Context: an optimization exercise on an open-source flow, tuned for small area, a short achievable clock period and few clock cycles. The choices shown serve that exercise and are no tape-out recipe. Only simulation tests tie the RTL to the original design; equivalence was not proved. Power figures rest on the tool's default switching activity, not on a simulated workload.

<file path="flow/run.sh">
#!/bin/bash
# synth_recipe.tcl (not shown) runs the flow's synth.tcl, then flattens the netlist and writes it again
# the make line also repeats each setting of config.mk as NAME=value (left out here)
make -C /OpenROAD-flow-scripts/flow DESIGN_CONFIG=/design/flow/config.mk WORK_HOME=/design/flow/orfs CLKGATE_MAP_FILE= SYNTH_SCRIPT=/design/flow/synth_recipe.tcl finish
</file>
<file path="flow/config.mk">
export PLATFORM = sky130hd
export DESIGN_NAME = alu_core
export DESIGN_NICKNAME = alu_core
export VERILOG_FILES = /design/flow/design.v
export SDC_FILE = /design/flow/constraint.sdc
export NUM_CORES = 4
export LEC_CHECK = 0
export CAP_MARGIN = 20
export CORE_MARGIN = 2
export CORE_UTILIZATION = 25
export PLACE_DENSITY = 0.5
export SLEW_MARGIN = 20
</file>
<file path="flow/constraint.sdc">
create_clock -name core_clock -period 10.0 [get_ports {clk}]
set_input_delay 2.0000 -clock core_clock [delete_from_list [all_inputs] [get_ports {clk}]]
set_output_delay 2.0000 -clock core_clock [all_outputs]
set_load 0.01 [all_outputs]
</file>
<file path="flow/design.v">
module alu_core (
    input  wire        clk,
    input  wire        rst,         
    input  wire        cmd_valid,
    output wire        cmd_ready,
    input  wire [31:0] cmd,
    input  wire [3:0]  rd_idx,
    output wire [15:0] rd_data,
    output wire [3:0]  flags        
);
    localparam OP_ADD = 4'h1, OP_SUB = 4'h2, OP_MUL = 4'h3, OP_DIV = 4'h4,
               OP_INC = 4'h5, OP_DEC = 4'h6, OP_NEG = 4'h7, OP_SHL = 4'h8,
               OP_SHR = 4'h9, OP_SAR = 4'hA, OP_ROL = 4'hB, OP_ROR = 4'hC,
               OP_CMP = 4'hD, OP_MOV = 4'hE, OP_LDI = 4'hF;
    reg [15:0] regs [0:15];
    reg        cf, zf, sf, of;
    assign rd_data = regs[rd_idx];
    assign flags   = {of, sf, zf, cf};
    reg        busy;
    reg        busy_div;      
    reg [3:0]  iter;
    reg [3:0]  dst_a;         
    reg [3:0]  dst_b;         
    reg [3:0]  dst_c;         
    reg [15:0] mul_acc, mul_t, mul_q;
    reg        mul_m0;
    reg [15:0] div_rem, div_dq, div_b;
    assign cmd_ready = !busy;
    wire [3:0]  op = cmd[31:28];
    wire [3:0]  fa = cmd[27:24];
    wire [3:0]  fb = cmd[23:20];
    wire [3:0]  fc = cmd[19:16];
    wire [3:0]  fd = cmd[15:12];
    wire [3:0]  fe = cmd[11:8];
    wire [15:0] imm = cmd[15:0];
    reg word_ok;
    always @(*) begin
        case (op)
            OP_ADD, OP_SUB, OP_MOV: word_ok = (cmd[19:0] == 20'd0);
            OP_MUL:                 word_ok = (cmd[11:0] == 12'd0);
            OP_DIV:                 word_ok = (cmd[7:0] == 8'd0);
            OP_INC, OP_DEC:         word_ok = (cmd[23:0] == 24'd0);
            OP_NEG, OP_CMP:         word_ok = (cmd[15:0] == 16'd0);
            OP_SHL, OP_SHR, OP_SAR,
            OP_ROL, OP_ROR:         word_ok = 1'b1;
            OP_LDI:                 word_ok = (cmd[23:16] == 8'd0);
            default:                word_ok = 1'b0;
        endcase
    end
    wire accept = cmd_valid && !busy && word_ok;
    wire [15:0] ra = regs[fa];
    wire [15:0] rb = regs[fb];
    wire [16:0] add_full = {1'b0, ra} + {1'b0, rb};
    wire [15:0] add_s    = add_full[15:0];
    wire        add_cf   = add_full[16];
    wire        add_of   = (ra[15] == rb[15]) && (add_s[15] != ra[15]);
    wire [15:0] sub_s    = ra - rb;
    wire        sub_cf   = (ra < rb);
    wire        sub_of   = (ra[15] != rb[15]) && (sub_s[15] != ra[15]);
    wire [15:0] inc_s    = ra + 16'd1;
    wire        inc_of   = !ra[15] && inc_s[15];
    wire [15:0] dec_s    = ra - 16'd1;
    wire        dec_of   = ra[15] && !dec_s[15];
    wire [15:0] neg_s    = 16'd0 - ra;
    wire        neg_of   = ra[15] && neg_s[15];
    wire [4:0]  sh_n     = (imm >= 16'd16) ? 5'd16 : imm[4:0];
    wire [31:0] shl_ext  = {16'd0, ra} << sh_n;
    wire [15:0] shl_s    = shl_ext[15:0];
    wire        shl_cf   = shl_ext[16];
    wire [31:0] shr_ext  = {ra, 16'd0} >> sh_n;
    wire [15:0] shr_s    = shr_ext[31:16];
    wire        shr_cf   = shr_ext[15];
    wire [31:0] sar_ext  = $signed({ra, 16'd0}) >>> sh_n;
    wire [15:0] sar_s    = sar_ext[31:16];
    wire        sar_cf   = sar_ext[15];
    wire [3:0]  rot_k    = imm[3:0];
    wire [31:0] rol_ext  = {ra, ra} << rot_k;
    wire [15:0] rol_s    = rol_ext[31:16];
    wire        rol_cf   = (rot_k != 4'd0) && rol_s[0];
    wire [31:0] ror_ext  = {ra, ra} >> rot_k;
    wire [15:0] ror_s    = ror_ext[15:0];
    wire        ror_cf   = (rot_k != 4'd0) && ror_s[15];
    wire [15:0] mul_acc_nx = mul_q[0] ? (mul_acc + mul_t) : mul_acc;
    wire [15:0] mul_t_nx   = {mul_t[14:0], 1'b0};
    wire [15:0] mul_q_nx   = {1'b0, mul_q[15:1]};
    wire [16:0] div_r17    = {div_rem, div_dq[15]};
    wire [16:0] div_diff   = div_r17 - {1'b0, div_b};
    wire        div_ge     = !div_diff[16];
    wire [15:0] div_rem_nx = div_ge ? div_diff[15:0] : div_r17[15:0];
    wire [15:0] div_dq_nx  = {div_dq[14:0], div_ge};
    wire last_iter = busy && (iter == 4'd15);
    reg        we_a, we_b, we_c;
    reg [3:0]  wa_a, wa_b, wa_c;
    reg [15:0] wd_a, wd_b, wd_c;
    reg        fl_we, cf_we;
    reg        cf_nx, zf_nx, sf_nx, of_nx;
    reg        start_mul, start_div;
    always @(*) begin
        we_a = 1'b0; we_b = 1'b0; we_c = 1'b0;
        wa_a = fa;   wa_b = fb;   wa_c = fc;
        wd_a = 16'd0; wd_b = 16'd0; wd_c = 16'd0;
        fl_we = 1'b0; cf_we = 1'b0;
        cf_nx = 1'b0; zf_nx = 1'b0; sf_nx = 1'b0; of_nx = 1'b0;
        start_mul = 1'b0; start_div = 1'b0;
        if (busy) begin
            if (last_iter) begin
                fl_we = 1'b1; cf_we = 1'b1;
                if (busy_div) begin
                    we_a = 1'b1; wa_a = dst_a; wd_a = div_dq_nx;
                    we_b = 1'b1; wa_b = dst_b; wd_b = div_dq_nx;
                    we_c = 1'b1; wa_c = dst_c; wd_c = div_rem_nx;
                    cf_nx = 1'b0;
                    zf_nx = (div_dq_nx == 16'd0);
                    sf_nx = div_dq_nx[15];
                    of_nx = 1'b0;
                end else begin
                    we_a = 1'b1; wa_a = dst_a; wd_a = mul_acc_nx;
                    we_b = 1'b1; wa_b = dst_b; wd_b = mul_t_nx;
                    cf_nx = mul_m0;
                    zf_nx = 1'b1;
                    sf_nx = 1'b0;
                    of_nx = mul_m0;
                end
            end
        end else if (accept) begin
            case (op)
                OP_ADD: begin
                    we_a = 1'b1; wd_a = add_s;
                    fl_we = 1'b1; cf_we = 1'b1;
                    cf_nx = add_cf; zf_nx = (add_s == 16'd0);
                    sf_nx = add_s[15]; of_nx = add_of;
                end
                OP_SUB: begin
                    we_a = 1'b1; wd_a = sub_s;
                    fl_we = 1'b1; cf_we = 1'b1;
                    cf_nx = sub_cf; zf_nx = (sub_s == 16'd0);
                    sf_nx = sub_s[15]; of_nx = sub_of;
                end
                OP_MUL: begin
                    start_mul = 1'b1;
                end
                OP_DIV: begin
                    if (rb == 16'd0) begin
                        we_a = 1'b1; wd_a = 16'd0;
                        fl_we = 1'b1; cf_we = 1'b1;
                        cf_nx = 1'b1; zf_nx = 1'b1; sf_nx = 1'b0; of_nx = 1'b1;
                    end else begin
                        start_div = 1'b1;
                    end
                end
                OP_INC: begin
                    we_a = 1'b1; wd_a = inc_s;
                    fl_we = 1'b1;
                    zf_nx = (inc_s == 16'd0); sf_nx = inc_s[15]; of_nx = inc_of;
                end
                OP_DEC: begin
                    we_a = 1'b1; wd_a = dec_s;
                    fl_we = 1'b1;
                    zf_nx = (dec_s == 16'd0); sf_nx = dec_s[15]; of_nx = dec_of;
                end
                OP_NEG: begin
                    we_a = 1'b1; wd_a = neg_s;
                    we_b = 1'b1; wd_b = neg_s;               
                    fl_we = 1'b1; cf_we = 1'b1;
                    zf_nx = (neg_s == 16'd0); cf_nx = !zf_nx;
                    sf_nx = neg_s[15]; of_nx = neg_of;
                end
                OP_SHL: begin
                    we_a = 1'b1; wd_a = shl_s;
                    we_c = 1'b1; wd_c = shl_s;               
                    fl_we = 1'b1; cf_we = 1'b1;
                    cf_nx = shl_cf; zf_nx = (shl_s == 16'd0); sf_nx = shl_s[15];
                    of_nx = (imm == 16'd1) && (shl_s[15] ^ shl_cf);
                end
                OP_SHR: begin
                    we_a = 1'b1; wd_a = shr_s;
                    we_c = 1'b1; wd_c = shr_s;
                    fl_we = 1'b1; cf_we = 1'b1;
                    cf_nx = shr_cf; zf_nx = (shr_s == 16'd0); sf_nx = shr_s[15];
                    of_nx = 1'b0;
                end
                OP_SAR: begin
                    we_a = 1'b1; wd_a = sar_s;
                    we_c = 1'b1; wd_c = sar_s;
                    fl_we = 1'b1; cf_we = 1'b1;
                    cf_nx = sar_cf; zf_nx = (sar_s == 16'd0); sf_nx = sar_s[15];
                    of_nx = 1'b0;
                end
                OP_ROL: begin
                    we_a = 1'b1; wd_a = rol_s;
                    we_c = 1'b1; wd_c = rol_s;
                    fl_we = 1'b1; cf_we = 1'b1;
                    cf_nx = rol_cf; zf_nx = (rol_s == 16'd0); sf_nx = rol_s[15];
                    of_nx = (rot_k == 4'd1) && (rol_s[15] ^ rol_cf);
                end
                OP_ROR: begin
                    we_a = 1'b1; wd_a = ror_s;
                    we_c = 1'b1; wd_c = ror_s;
                    fl_we = 1'b1; cf_we = 1'b1;
                    cf_nx = ror_cf; zf_nx = (ror_s == 16'd0); sf_nx = ror_s[15];
                    of_nx = (rot_k == 4'd1) && (ror_s[15] ^ ror_s[14]);
                end
                OP_CMP: begin
                    we_c = 1'b1; wd_c = sub_s;               
                    fl_we = 1'b1; cf_we = 1'b1;
                    cf_nx = sub_cf; zf_nx = (sub_s == 16'd0);
                    sf_nx = sub_s[15]; of_nx = sub_of;
                end
                OP_MOV: begin
                    we_a = 1'b1; wd_a = rb;
                end
                OP_LDI: begin
                    we_a = 1'b1; wd_a = imm;
                end
                default: ;
            endcase
        end
    end
    integer i;
    always @(posedge clk) begin
        if (rst) begin
            for (i = 0; i < 16; i = i + 1)
                regs[i] <= 16'd0;
            cf <= 1'b0; zf <= 1'b0; sf <= 1'b0; of <= 1'b0;
        end else begin
            for (i = 0; i < 16; i = i + 1) begin
                if (we_a && wa_a == i)
                    regs[i] <= wd_a;
                else if (we_b && wa_b == i)
                    regs[i] <= wd_b;
                else if (we_c && wa_c == i)
                    regs[i] <= wd_c;
            end
            if (fl_we) begin
                zf <= zf_nx; sf <= sf_nx; of <= of_nx;
                if (cf_we)
                    cf <= cf_nx;
            end
        end
    end
    always @(posedge clk) begin
        if (rst) begin
            busy     <= 1'b0;
            busy_div <= 1'b0;
            iter     <= 4'd0;
        end else if (busy) begin
            iter <= iter + 4'd1;
            if (last_iter)
                busy <= 1'b0;
        end else if (start_mul || start_div) begin
            busy     <= 1'b1;
            busy_div <= start_div;
            iter     <= 4'd0;
        end
    end
    always @(posedge clk) begin
        if (start_mul) begin
            dst_a   <= fa;
            dst_b   <= fc;           
            mul_acc <= 16'd0;
            mul_t   <= ra;
            mul_q   <= rb;
            mul_m0  <= ra[0];
        end else if (start_div) begin
            dst_a   <= fa;
            dst_b   <= fc;           
            dst_c   <= fd;           
            div_rem <= 16'd0;
            div_dq  <= ra;
            div_b   <= rb;
        end else if (busy) begin
            if (busy_div) begin
                div_rem <= div_rem_nx;
                div_dq  <= div_dq_nx;
            end else begin
                mul_acc <= mul_acc_nx;
                mul_t   <= mul_t_nx;
                mul_q   <= mul_q_nx;
            end
        end
    end
endmodule
</file>
==> impl_metrics.toml <==
[timing]
fmax_ghz = 0.118
slew_violations = 0
fin_crit_ns = 8.48
finalHoldViolations = 0
clock_skew_ns = 0.0441
finalSetupTns_ns = 0
min_period_over_period = 0.848
tightestPinTransition_ns = 1.24
rsz0062_at_grt = "false"
report.final.setup_viol = 0
relSlewSlack = 0.172

[finish]
area_growth_pct = 15.4
fin_cells = 6839
drive_above_1_share = 0.129
nets = 5000
final_core_util = 0.290

[global_routing]
grt-ovfl-total = 0
grt_pass1_vias = 43700
grt_use_total = 0.395
antenna_found_initial = 25
grt_pass1_wl_mm = 401
grt_max_degree = 78

[critical_path]
cp-start-kind = "primary input"
cpMostUsedCell = "buf_4"
r2r_end = "regs[5][15]"
slowest_stage = "a221oi_1"
required_ns = 10.58
critPathKind = "in -> reg"
critical-path-max-stage-delay_ns = 0.62
cp_cell_sequence = "buf_2, buf_4, nor2_2, a22o_1, a221oi_1, a21o_2, inv_2, ha_1, o21ai_0, nand2_1, and3_1, a2111oi_0, buf_4, o311ai_0, a21o_1, xnor2_1, nor2_1, nor3_1, a21oi_1, buf_4, nor2_1, or3_1, a21oi_1"
end_kind = "flip-flop"
r2r_setup_slack_ns = 3.38
crit_arrival_ns = 9.05
r2r_cells = 21
r2r_start = "regs[15][5]"
cp_max_fo = 29

[drt]
dr.max_layer_used = "met5"
ant_nets = 0
drtIter0Drc = 8662
avgViaCountPerCell = 6.99
route.met2.wl_mm = 124
met3_length_mm = 37.6
wl_per_cell_um = 44.5
vias = 47800
wl_met1_mm = 115
first_pass_iters = 9
drcViolationCount = 0
drt-total-wl_mm = 304

[synthesis]
synth_edf_count = 93
yosysWarnings = 2
ys_seq_elements = 375
synth_mux_area_frac = 0.0583
synth_ff_type = "dfxtp_1"
synth_top_area_cell = "dfxtp_1"
synthCells = 4895
synth_fa_ha_area_frac = 0.0268
synth_cell_type_count = 114
synth.top_cell.area_share = 0.156
post_synth_and_or_nand_nor_area_fraction = 0.227
syn_nets = 5009
synth-xor-area-share = 0.0207
synth_area_um2 = 36100
ys_seq_area_frac = 0.234
synth_top_family_by_area = "compound AO/OA/AOI/OAI gates"
synth_compound_area_frac = 0.369
synth_area_leaders = "dfxtp_1 16%, edfxtp_1 7.7%, nor2_1 5.4%, a21oi_1 5.2%, nand2_1 4.7%"
synth_area_per_cell_um2 = 7.37
synth-async-reset-ratio = 0

[cts]
cts.repair_timing.setup_buffer_count = 0
hold_buffers = 0
path_clk_slew_ns = 0.06
insertion_delay_ns = 0.67
h-tree-depth = 2
cts_made_buffers = 48
clock_path_buffers = 3
ctsRootBufferMaster = "clkbuf_16"
cts_tree = "yes"
ctsResizeCount = 0
clkSinkCount = 375

[placement]
dp_cells = 6739
routabilityCongestion = 1.09
place.detailed.hpwl_mm = 228
io_buffers = 59

[min_path]
min_path_type = "reg -> reg"
holdPathEnd = "mul_acc[11]"
hold_depth = 2
min_from = "mul_acc[11]"

[floorplan]
core_area_um2 = 143000
io_pins = 60
initial_core_util = 0.251
die-area_um2 = 147000
die-height_um = 384
chipWidth_um = 384
num_rows = 139

[power_and_ir_drop]
p_sw_uw = 1800
intPower_uw = 2990
power_density_nw_per_um2 = 115
clockPowerShare = 0.389
max-vdd-ir-drop_mv = 0.121
seq_power_share = 0.339
pwr-share-comb = 0.272
swShare = 0.376
p_leak_uw = 0.0143

[run_status]
status = "finished clean"

[flow_run]
maxCapViolCount = 0
[area by class of cell]
type,count,area (um2)
timing repair buffer,385,3100
clock buffer,64,1310
antenna,11,27.5
inverter,109,409
sequential,375,8440
fill,15800,102000
tap,1903,2380
clock inverter,25,269
multi-input combinational,3967,25700
[power groups by stage]
stage | Clock (uW) | Combinational [uW] | Sequential, uW
after global routing | 1910 | 1330 | 1630
after detailed placement | 0 | 1240 | 1660
after CTS | 1860 | 1240 | 1620
final | 1860 | 1300 | 1630
after global placement | 0 | 1240 | 1660
after floorplan | 0 | 704 | 1640
[worst max-delay path: cells and delay by family]
kind                       cells  cell delay, ns
AOI/OAI and AO/OA              9            3.30
and+or+nand+nor                7            1.54
buffers and inverters          5            1.53
adders and majority gates      1            0.38
xor gates and xnor gates       1            0.23
[cells in the final DEF (no fill, tap or decap), types with 32 or more instances in the layout]
| cell type | n |
|---|---|
| mux2i_1 | 131 |
| clkbuf_16 | 48 |
| nand2b_1 | 46 |
| edfxtp_1 | 93 |
| nor4_1 | 50 |
| o221ai_1 | 93 |
| a211oi_1 | 148 |
| o211ai_1 | 54 |
| xnor2_1 | 66 |
| nand2_1 | 454 |
| nor2b_1 | 44 |
| nor2_1 | 494 |
| ha_1 | 71 |
| buf_4 | 318 |
| a31oi_1 | 39 |
| a221oi_1 | 103 |
| a21oi_1 | 371 |
| nand3_1 | 163 |
| clkdlybuf4s50_1 | 46 |
| o21ai_0 | 259 |
| a22oi_1 | 159 |
| nor3_1 | 131 |
| inv_1 | 89 |
| a22o_1 | 46 |
| and3_1 | 39 |
| nand4_1 | 46 |
| o22ai_1 | 164 |
| o31ai_1 | 32 |
| dfxtp_1 | 282 |
| mux2_2 | 38 |
| a32oi_1 | 34 |
[flip-flops by register name (all words and copies together) (netlist names)]
name,flops
sf,1
regs,256
mul_acc,16
mul_q,16
div_dq,16
cf,1
zf,1
of,1
busy_div,1
dst_b,4
div_b,16
busy,1
mul_t,16
div_rem,16
mul_m0,1
dst_a,4
iter,4
dst_c,4
[metrics by stage]
| step | power (uW) | worst slack, ns | cell area, um2 | hold slack (ns) |
|---|---|---|---|---|
| final | 4790 | 1.52 | 41600 | 0.490 |
| after global routing | 4870 | 1.45 | 41600 | 0.523 |
| after CTS | 4730 | 1.82 | 41600 | 0.492 |
| after detailed placement | 2890 | 1.16 | 40000 | 0.484 |
| after global placement | 2900 | 0.716 | 40000 | 0.470 |
| after floorplan | 2340 | 3.09 | 36100 | 0.453 |
[Yosys cell counts (54+ instances only)]
library cell	count
inv_1	89
a211oi_1	149
dfxtp_1	282
nand3_1	163
edfxtp_1	93
xnor2_1	66
a21oi_1	373
nor3_1	139
o21ai_0	262
nand2_1	455
o211ai_1	54
buf_2	76
ha_1	71
o22ai_1	173
nor2_1	520
o221ai_1	93
clkbuf_1	306
mux2i_1	131
a221oi_1	103
a22oi_1	159
[per-layer routing]
metal | up-vias | GRT usage
li1 | 19000 | -
met4 | 10 | 0.288
met5 | - | 0
met2 | 4144 | 0.571
met1 | 23600 | 0.488
met3 | 1104 | 0.129
[logic make-up after synthesis]
group,Yosys count
adders and majority gates,75
muxes,187
xor gates and xnor gates,83
and+or+nand+nor,1712
AOI/OAI and AO/OA,1910
DFF,375
buffers and inverters,553
[how the worst max path moves through the flow]
stage	startpoint	endpoint	slack, ns
finish	cmd[25]	regs[5][15]	1.52
global route	cmd[25]	regs[5][15]	1.45
CTS	cmd[25]	regs[5][15]	1.82
detailed placement	cmd[25]	regs[5][15]	1.16
global placement	cmd[26]	regs[5][15]	0.72
floorplan	cmd[24]	regs[5][15]	3.09
Testbench counts, summed over its fixed seeds: cycles 15,488.

[static timing again, ports no longer ideal]
In the flow no input, the clock included, has a driving cell. The finished layout below was timed again as built, in two steps. Step 1 sets driving cells, clkbuf_16 on the clock port and buf_2 on the other inputs (assumed; they add their load-dependent delay and slew). Step 2 also shifts input and output timing later by t, the mid clock arrival at the registers, as if the neighbouring blocks saw the same clock. Three values: no drivers, after step 1, after step 2; two values: the first two.
shift t [ns]: 0.731
setup slack, ns: 1.523 / 1.528 / 0.797
cell pins on the clock port's net: 1
After both steps this run still meets setup and hold. For this run, drivers alone change the setup slack by +0.005 ns; drivers and shift together by -0.726 ns.
